This design comes from an exercise in tuning for small area, a short achievable clock period and few clock cycles per item on the open sky130 flow, not from production work.
No functional check of the RTL was part of any run shown here.
No activity file was given, so power comes from the tool's default toggle rates.

File: config.mk
export PLATFORM = sky130hd
export DESIGN_NAME = tap_scaler
export DESIGN_NICKNAME = tap_scaler
export VERILOG_FILES = /design/flow/design.v
export SDC_FILE = /design/flow/constraint.sdc
export NUM_CORES = 4
export LEC_CHECK = 0
export CAP_MARGIN = 20
export CORE_MARGIN = 2
export CORE_UTILIZATION = 40
export SLEW_MARGIN = 20
File: run.sh
#!/bin/bash
# synth_recipe.tcl (not shown) runs the flow's synth.tcl, then flattens the netlist and writes it again
# the make line also repeats each setting of config.mk as NAME=value (left out here)
make -C /OpenROAD-flow-scripts/flow DESIGN_CONFIG=/design/flow/config.mk WORK_HOME=/design/flow/orfs CLKGATE_MAP_FILE= SYNTH_SCRIPT=/design/flow/synth_recipe.tcl finish
File: design.v
module tap_scaler (
    input  wire        clk,
    input  wire        rst,           
    input  wire        req_valid,
    output wire        req_ready,
    input  wire [1:0]  req_op,        
    input  wire [31:0] req_arg0,
    input  wire [31:0] req_arg1,
    output reg         rsp_valid,     
    output wire [3:0]  result,        
    output reg  [31:0] res0,          
    output reg         scaler_ready,  
    output reg         fault,         
    output reg  [2:0]  scale_sel,     
    output reg  [31:0] scale_rate,    
    output wire [31:0] scale_clock    
);
    localparam [1:0] ST_IDLE = 2'd0, ST_MUL = 2'd1, ST_DIV = 2'd2;
    function [31:0] clock_rate;
        input [2:0] sel;    
        begin
            case (sel)
                3'b0_00: clock_rate = 32'd985248;    
                3'b1_00: clock_rate = 32'd1022727;   
                3'b0_01: clock_rate = 32'd1108405;   
                3'b1_01: clock_rate = 32'd1022727;   
                3'b0_10: clock_rate = 32'd886724;    
                default: clock_rate = 32'd894886;    
            endcase
        end
    endfunction
    function [5:0] bitlen;
        input [31:0] v;
        integer i;
        begin
            bitlen = 6'd0;
            for (i = 0; i < 32; i = i + 1)
                if (v[i]) bitlen = i + 1;
        end
    endfunction
    reg        r_inv, r_gen;
    assign result = {r_inv, 2'b00, r_gen};
    wire [31:0] cr = clock_rate(scale_sel);
    assign scale_clock = scaler_ready ? cr : 32'd0;
    wire [5:0]  bl_cr = (scale_sel == 3'b0_01) ? 6'd21 : 6'd20;
    reg [5:0]  bl_sr;         
    reg [1:0]  state;
    reg        rdy;
    reg        op_s2c;
    reg        capped;
    reg [32:0] acc;
    reg [31:0] low;
    reg [4:0]  m;             
    reg [4:0]  cnt;
    assign req_ready = rdy;
    wire accept = req_valid & rdy;
    wire [31:0] vv = op_s2c ? cr : scale_rate;       
    wire [31:0] dd = op_s2c ? scale_rate : cr;       
    wire        in_s2c  = (req_op == 2'd1);
    wire [31:0] in_d    = in_s2c ? scale_rate : cr;
    wire [5:0]  in_blv  = in_s2c ? bl_cr : bl_sr;
    wire [5:0]  in_bld  = in_s2c ? bl_sr : bl_cr;
    wire [6:0]  in_e1   = {1'b0, in_blv} + 7'd1 - {1'b0, in_bld};
    wire [5:0]  in_e    = in_e1[6] ? 6'd0 : in_e1[5:0];
    wire [6:0]  in_s    = {1'b0, bitlen(req_arg0)} + {1'b0, in_e};
    wire        in_cap  = (in_s > 7'd32);
    wire [4:0]  in_m    = in_cap ? 5'd16 :
                          (in_s[5:0] <= 6'd2) ? 5'd1 : in_s[5:1] + {4'd0, in_s[0]};
    wire cfg_ok = (req_arg0[1:0] != 2'd3) && (req_arg0[3:2] != 2'd3) &&
                  (req_arg0[31:6] == 26'd0) && (req_arg1 != 32'd0);
    wire [33:0] mul_s = {2'b00, acc[31:0]} + (low[0] ? {2'b00, vv} : 34'd0)
                                           + (low[1] ? {1'b0, vv, 1'b0} : 34'd0);
    wire        sub1 = ~acc[32];
    wire [32:0] r1   = {acc[31:0], low[31]} + ({1'b0, dd} ^ {33{sub1}}) + {32'd0, sub1};
    wire        q1   = ~r1[32];
    wire [32:0] r2   = {r1[31:0], low[30]} + ({1'b0, dd} ^ {33{q1}}) + {32'd0, q1};
    wire        q2   = ~r2[32];
    wire [31:0] quo  = {low[29:0], q1, q2};
    wire ovf = capped & (acc[31:0] >= dd);
    wire last_mul = (cnt + 5'd1 == m);
    wire last_div = (cnt == 5'd0);
    wire peek_ok  = req_valid & (req_op == 2'd1 | req_op == 2'd2);
    always @(posedge clk) begin
        if (rst) begin
            state        <= ST_IDLE;
            rdy          <= 1'b1;
            rsp_valid    <= 1'b0;
            r_inv        <= 1'b0;
            r_gen        <= 1'b0;
            res0         <= 32'd0;
            scaler_ready <= 1'b0;
            fault        <= 1'b0;
            scale_sel    <= 3'd0;
            scale_rate   <= 32'd0;
            bl_sr        <= 6'd0;
        end else begin
            rsp_valid <= 1'b0;
            case (state)
                ST_MUL: begin
                    acc <= {1'b0, mul_s[33:2]};
                    low <= {mul_s[1:0], low[31:2]};
                    if (!last_mul) cnt <= cnt + 5'd1;
                    if (last_mul) begin
                        state <= ST_DIV;
                        rdy   <= (m == 5'd1) & peek_ok;
                    end
                end
                ST_DIV: begin
                    acc <= r2;
                    low <= quo;
                    cnt <= cnt - 5'd1;
                    capped <= 1'b0;
                    if (ovf) begin
                        fault     <= 1'b1;
                        r_gen     <= 1'b1;
                        r_inv     <= 1'b0;
                        rsp_valid <= 1'b1;
                        state     <= ST_IDLE;
                        rdy       <= 1'b1;
                    end else if (last_div) begin
                        res0      <= quo;
                        r_gen     <= 1'b0;
                        r_inv     <= 1'b0;
                        rsp_valid <= 1'b1;
                        state     <= ST_IDLE;
                        rdy       <= 1'b1;
                    end else if (cnt == 5'd1) begin
                        rdy       <= peek_ok;
                    end
                end
                default: ;
            endcase
            if (accept) begin
                case (req_op)
                    2'd0: begin
                        rsp_valid <= 1'b1;
                        r_gen     <= 1'b0;
                        if (cfg_ok) begin
                            scale_sel    <= {req_arg0[4], req_arg0[3:2]};
                            scale_rate   <= req_arg1;
                            bl_sr        <= bitlen(req_arg1);
                            scaler_ready <= 1'b1;
                            r_inv        <= 1'b0;
                        end else begin
                            r_inv        <= 1'b1;
                        end
                    end
                    2'd1, 2'd2: begin
                        if (!scaler_ready) begin
                            rsp_valid <= 1'b1;
                            r_gen     <= 1'b0;
                            r_inv     <= 1'b1;
                        end else begin
                            op_s2c <= in_s2c;
                            acc    <= {2'b00, in_d[31:1]};
                            low    <= req_arg0;
                            m      <= in_m;
                            capped <= in_cap;
                            cnt    <= 5'd0;
                            state  <= ST_MUL;
                            rdy    <= 1'b0;
                        end
                    end
                    default: begin
                        rsp_valid <= 1'b1;
                        r_gen     <= 1'b0;
                        r_inv     <= 1'b1;
                    end
                endcase
            end
        end
    end
endmodule
File: constraint.sdc
create_clock -name core_clock -period 10.0 [get_ports {clk}]
set_input_delay 2.0000 -clock core_clock [delete_from_list [all_inputs] [get_ports {clk}]]
set_output_delay 2.0000 -clock core_clock [all_outputs]
set_load 0.01 [all_outputs]
==> impl_metrics.ini, run 1 <==
[power]
switching_share = 0.3741
switchingPower_uw = 861.0
p_per_area_nw_per_um2 = 116.9
leakage_uw = 0.008174
comb_power_share = 0.390
fin_total_pwr_uw = 2302
seq_power_share = 0.315
ir_drop_mv = 0.1272
p_int_uw = 1441
clock_power_share = 0.296

[clocking]
cts.sink_count = 157
htree_levels = 4
ctsHoldBuffers = 0
post_cts_buffers = 0
clock-root-buffer = clkbuf_16
cts_made_buffers = 17
clockBufferDepth = 2
insertion_delay_ps = 460
cts-resized-gates = 0
path_clk_slew_ps = 70
cts_tree = yes

[floorplan]
rows = 75
core_region_area_um2 = 42230
die_h_um = 211.3
die_width_um = 211.3
pin_count = 176
start_util = 0.4071
dieArea_um2 = 44650

[flow_run]
cap_violations = 0

[critical_path]
startpoint_type = register
cp-end-kind = register
crit_type = reg2reg
worstPathMaxFanout = 22
worstPathArrival_ps = 8360
required_ps = 10190

[yosys]
ys_top_cells_by_count = 216 x nand2_1, 210 x nor2_1, 182 x a21oi_1
yosysTopAreaCell = edfxtp_1
synth-seq-area-share = 0.2277
yosysWarnings = 1
synth_edf_count = 77
ys_top_cells_by_area = edfxtp_1 13%, ha_1 11%, dfxtp_1 9.3%
syn_area_per_cell_um2 = 7.843
synth_top_area_frac = 0.1345
yosys_register_bits = 157
async_flop_share = 0
synth_cells = 2192
yosysUniqueCellTypes = 89
synth_flop_cell = dfxtp_1
synth_most_common_cell = nand2_1
syn_area_um2 = 17190

[sta]
hold_viol_final = 0
finalSetupViolations = 0
slew_viol_final = 0
skew_ps = 15.87
max_slew_margin = 0.2479
min_period_ps = 8167
fmax_ghz = 0.1225
fin_tns_setup_ps = 0
rsz0062_at_grt = no
worstMarginPinSlew_ps = 1128
setup_ws_ps = 1833
fin_crit_sh = 0.8167

[grt]
grt_pass1_wl_um = 91660
grt-ovfl-total = 0
use_met2 = 0.4148
grt_max_degree = 78
grt_most_used_layer = met2
grtUsageMet1 = 0.3708
use_met3 = 0.04569
grt_pass1_vias = 15928
grt_usage = 0.2638
antenna_found_initial = 3

[detailed_routing]
wire_per_inst_um = 21.10
remaining_drc_errors = 0
dr.pass1.iters = 6
via_count = 16772
viasPerCell = 5.941
drtIter0Drc = 1363
routed_wl_um = 59550
postRouteAntennaNets = 0

[placement]
gp_congestion = 0.9530
hpwl_um = 45250
port_buffers = 161
place_area_um2 = 19090
preCtsSetupSlack_ps = 1923

[cells_and_area]
nNetsFinal = 2526
drive_gt1_frac = 0.03765
antenna_cells = 0
area_delta_synth_final_pct = 14.49
nFillCells = 4218
fin_area_um2 = 19680

[status]
outcome = timing/DRC/antenna clean

[min_path]
hold_path_class = reg2reg
-- final timing paths --
path / cells after the start / endpoint / start / slack, ps
setup / recovery: 27 / acc[32] / scale_sel[1] / 1830
hold / removal: 2 / fault / fault / 470
setup reg to reg: 27 / acc[32] / scale_sel[1] / 1830
hold reg to reg: 2 / fault / fault / 470
-- flip-flops by register name (all words and copies together) (netlist names), 2 cells and up --
name,cells
acc,33
bl_sr,6
cnt,5
low,32
m,5
res0,32
scale_rate,31
scale_sel,3
state,2
-- metrics by stage --
step	std cells	util	hold WS, ps
floorplan	2205	-	460.4
global placement	2791	0.4522	459.6
detailed placement	2791	0.4522	467.6
CTS	2823	0.4661	481.6
global route	2823	0.4661	525.2
finish	2823	0.4661	472.3
-- final cells by class --
class / instances / area [µm²] / share of cell area
inverter: 179 / 671.9 / 0.03414
sequential: 157 / 3914 / 0.1988
clock buffer: 20 / 456.7 / 0.02320
multi-input combinational: 1734 / 12060 / 0.6126
timing repair buffer: 182 / 1777 / 0.09027
tap: 539 / 674.4 / 0.03426
clock inverter: 12 / 131.4 / 0.006675
-- kinds of logic after synthesis --
kind of cell,after synthesis,synth area share
mux,76,0.04440
xor+xnor,159,0.08100
simple gates,637,0.1670
buf+inv,314,0.07533
fa+ha+maj,186,0.1511
flops,157,0.2277
other cells,1,0.0002181
compound gates,662,0.2533
-- metal layers --
metal,wire length (µm),up-vias
li1,-,7929
met1,26910,8058
met2,26560,697
met3,4701,84
met4,1352,4
met5,24,-
-- critical path: stages (launching register included) --
cell and delay (ps):
dfxtp_1 500, nor2_1 480, nand2_1 210, nor2_1 460, a21oi_1 190, xor2_1 200, ha_1 360, o21a_1 130
o31a_1 150, o21ai_1 110, a31oi_2 330, a21oi_2 130, nor4b_1 450, or3_2 640, buf_4 390, xnor2_1 160
fa_1 490, a211o_1 340, a2111oi_4 390, o32ai_2 210, a22oi_2 280, o21ai_2 90, a22o_1 270, a31oi_4 220
o21a_2 180, o21ai_1 80, xnor2_1 300, o21ai_0 140
-- power by group through the flow --
stage                     Sequential (µW)  Clock (µW)  Combinational [µW]
after CTS                             723         687                 882
after global placement                737           0                 867
after detailed placement              737           0                 875
final                                 724         680                 897
after floorplan                       721           0                 664
after global routing                  725         709                 981
-- cell usage in the layout (no fill, tap or decap), types with 5 or more instances in the layout --
master / count
conb_1: 14
buf_4: 20
a221o_1: 36
a311oi_1: 8
and3_1: 15
a21boi_0: 5
nor2_1: 208
o21bai_1: 14
a21oi_1: 182
ha_1: 147
nand4_1: 14
xor2_1: 54
and2_1: 19
dfxtp_1: 80
clkdlybuf4s50_1: 160
a211oi_1: 26
o211ai_1: 16
nand2_1: 215
nor4_1: 16
nor3_1: 37
fa_1: 36
edfxtp_1: 77
a31oi_1: 16
a221oi_1: 18
o21ai_1: 7
xnor2_1: 105
o21a_1: 22
clkbuf_16: 17
nor2b_1: 25
o22ai_1: 5
nand3_1: 40
mux2i_1: 74
or3_1: 5
a22oi_1: 5
a21o_1: 52
inv_1: 176
o31ai_1: 18
o21ai_0: 168
nand2b_1: 21
==> inputs of run 2 (changes only) <==
--- a/config.mk
+++ b/config.mk
@@ -5,6 +5,7 @@
 export SDC_FILE = /design/flow/constraint.sdc
 export NUM_CORES = 4
 export LEC_CHECK = 0
+export ABC_CLOCK_PERIOD_IN_PS = 3000
 export CAP_MARGIN = 20
 export CORE_MARGIN = 2
 export CORE_UTILIZATION = 40
==> impl_metrics.ini, run 2 <==
[cells_and_area]
nNetsFinal = 2526
largest_registers = acc x33, low x32, res0 x32
antenna_cells = 0
largest_register_ffs = 33
mostFrequentLayoutCells = 215 x nand2_1, 208 x nor2_1, 182 x a21oi_1, 176 x inv_1, 168 x o21ai_0
drive_gt1_frac = 0.03765
nFillCells = 4218
layout_commonest_cell = nand2_1
max_flop_register = acc
fin_util = 0.4661
area_delta_synth_final_pct = 14.49

[yosys]
yosysWarnings = 1
yosys_register_bits = 157
async_flop_share = 0
ys_top_cells_by_count = 216 x nand2_1, 210 x nor2_1, 182 x a21oi_1
synth_top_area_frac = 0.1345
synth_cells = 2192
yosysUniqueCellTypes = 89
synth_flop_cell = dfxtp_1
syn_area_um2 = 17190
synth_edf_count = 77
synth-seq-area-share = 0.2277
ys_top_cells_by_area = edfxtp_1 13%, ha_1 11%, dfxtp_1 9.3%
synth_most_common_cell = nand2_1
yosysTopAreaCell = edfxtp_1
syn_area_per_cell_um2 = 7.843

[clocking]
clockBufferDepth = 2
ctsHoldBuffers = 0
cts-resized-gates = 0
cts.sink_count = 157
insertion_delay_ps = 460
post_cts_buffers = 0
path_clk_slew_ps = 70
cts_tree = yes
htree_levels = 4
cts_made_buffers = 17
clock-root-buffer = clkbuf_16

[flow_run]
cap_violations = 0

[detailed_routing]
viasPerCell = 5.941
wire_per_inst_um = 21.10
dr.pass1.iters = 6
remaining_drc_errors = 0
routed_wl_um = 59550
via_count = 16772
postRouteAntennaNets = 0
drtIter0Drc = 1363

[grt]
grt_pass1_vias = 15928
grt_pass1_wl_um = 91660
grt_usage = 0.2638
grt-ovfl-total = 0
grt_max_degree = 78
antenna_found_initial = 3

[critical_path]
cp-end-kind = register
worstPathArrival_ps = 8360
worstPathMaxFanout = 22
required_ps = 10190
crit_type = reg2reg
startpoint_type = register

[sta]
slew_viol_final = 0
fin_tns_setup_ps = 0
worstMarginPinSlew_ps = 1128
skew_ps = 15.87
fin_crit_sh = 0.8167
hold_viol_final = 0
rsz0062_at_grt = no
max_slew_margin = 0.2479
min_period_ps = 8167
setup_ws_ps = 1833
finalSetupViolations = 0
fmax_ghz = 0.1225
whs_ps = 472.3

[floorplan]
start_util = 0.4071
core_region_area_um2 = 42230
rows = 75
dieArea_um2 = 44650
pin_count = 176
die_width_um = 211.3
die_h_um = 211.3

[placement]
hpwl_um = 45250
port_buffers = 161
gp_congestion = 0.9530
preCtsSetupSlack_ps = 1923

[status]
outcome = timing/DRC/antenna clean

[min_path]
hold_path_class = reg2reg

[power]
ir_drop_mv = 0.1272
p_per_area_nw_per_um2 = 116.9
fin_total_pwr_uw = 2302
leakage_uw = 0.008174
-- run 2: cell families after synthesis --
| logic type | share of synthesized area |
|---|---|
| flip-flops | 0.2277 |
| AO/OA/AOI/OAI | 0.2533 |
| buffers and inverters | 0.07533 |
| adder cells (fa/ha/maj) | 0.1511 |
| XOR/XNOR | 0.08100 |
| AND/OR/NAND/NOR | 0.1670 |
| other | 0.0002181 |
| multiplexers | 0.04440 |
-- run 2: final cells by class --
cell class / instances / area (µm²) / area share
clock inverters: 12 / 131.4 / 0.006675
clock buffers: 20 / 456.7 / 0.02320
repair buffers: 182 / 1777 / 0.09027
multi-input cells: 1734 / 12060 / 0.6126
well taps: 539 / 674.4 / 0.03426
flip-flops and latches: 157 / 3914 / 0.1988
inverters: 179 / 671.9 / 0.03414
-- run 2: final timing paths --
kind | cells past startpoint | slack (ps) | start | end
worst max register to register | 27 | 1830 | scale_sel[1] | acc[32]
worst min-delay path | 2 | 470 | fault | fault
worst min register to register | 2 | 470 | fault | fault
worst max-delay path | 27 | 1830 | scale_sel[1] | acc[32]
-- run 2: critical path, cell delays in order, from the launching register on --
cell and delay [ps]:
dfxtp_1 500, nor2_1 480, nand2_1 210, nor2_1 460
a21oi_1 190, xor2_1 200, ha_1 360, o21a_1 130
o31a_1 150, o21ai_1 110, a31oi_2 330, a21oi_2 130
nor4b_1 450, or3_2 640, buf_4 390, xnor2_1 160
fa_1 490, a211o_1 340, a2111oi_4 390, o32ai_2 210
a22oi_2 280, o21ai_2 90, a22o_1 270, a31oi_4 220
o21a_2 180, o21ai_1 80, xnor2_1 300, o21ai_0 140
-- run 2: through the flow --
step	cell area, µm²	std cells
floorplan	17240	2205
global placement	19090	2791
detailed placement	19090	2791
CTS	19680	2823
global route	19680	2823
finish	19680	2823
-- run 2: metal layers --
layer,wire (µm),track usage
met1,26910,0.3708
met2,26560,0.4148
met3,4701,0.04569
met5,24,0
met4,1352,0.07504
-- run 2: power breakdown --
group          switching, µW  leakage, µW  internal [µW]
logic                    535      0.00649            362
registers               28.3      0.00139            696
clock network            298     0.000290            383
total                    861      0.00817           1440

-- port drivers added, routing unchanged --
In the flow no input, the clock included, has a driving cell. The finished layouts below were timed again as built, in two steps. Step 1: set_driving_cell puts a clkbuf_16 on clk and a buf_2 on each other input, an assumption about the parent block. Step 2 also shifts input and output timing later by t, the mid clock arrival at the registers, as if the neighbouring blocks saw the same clock. a / b / c = ideal / step 1 / step 2; a / b = the first two.
| run | t, ns | setup slack, ns | pins driven straight from the clock port |
|---|---|---|---|
| run 1 | 0.506 | 1.833 / 1.833 / 1.833 | 1 |
| run 2 | 0.506 | 1.833 / 1.833 / 1.833 | 1 |
After both steps setup and hold are still met in every run listed.
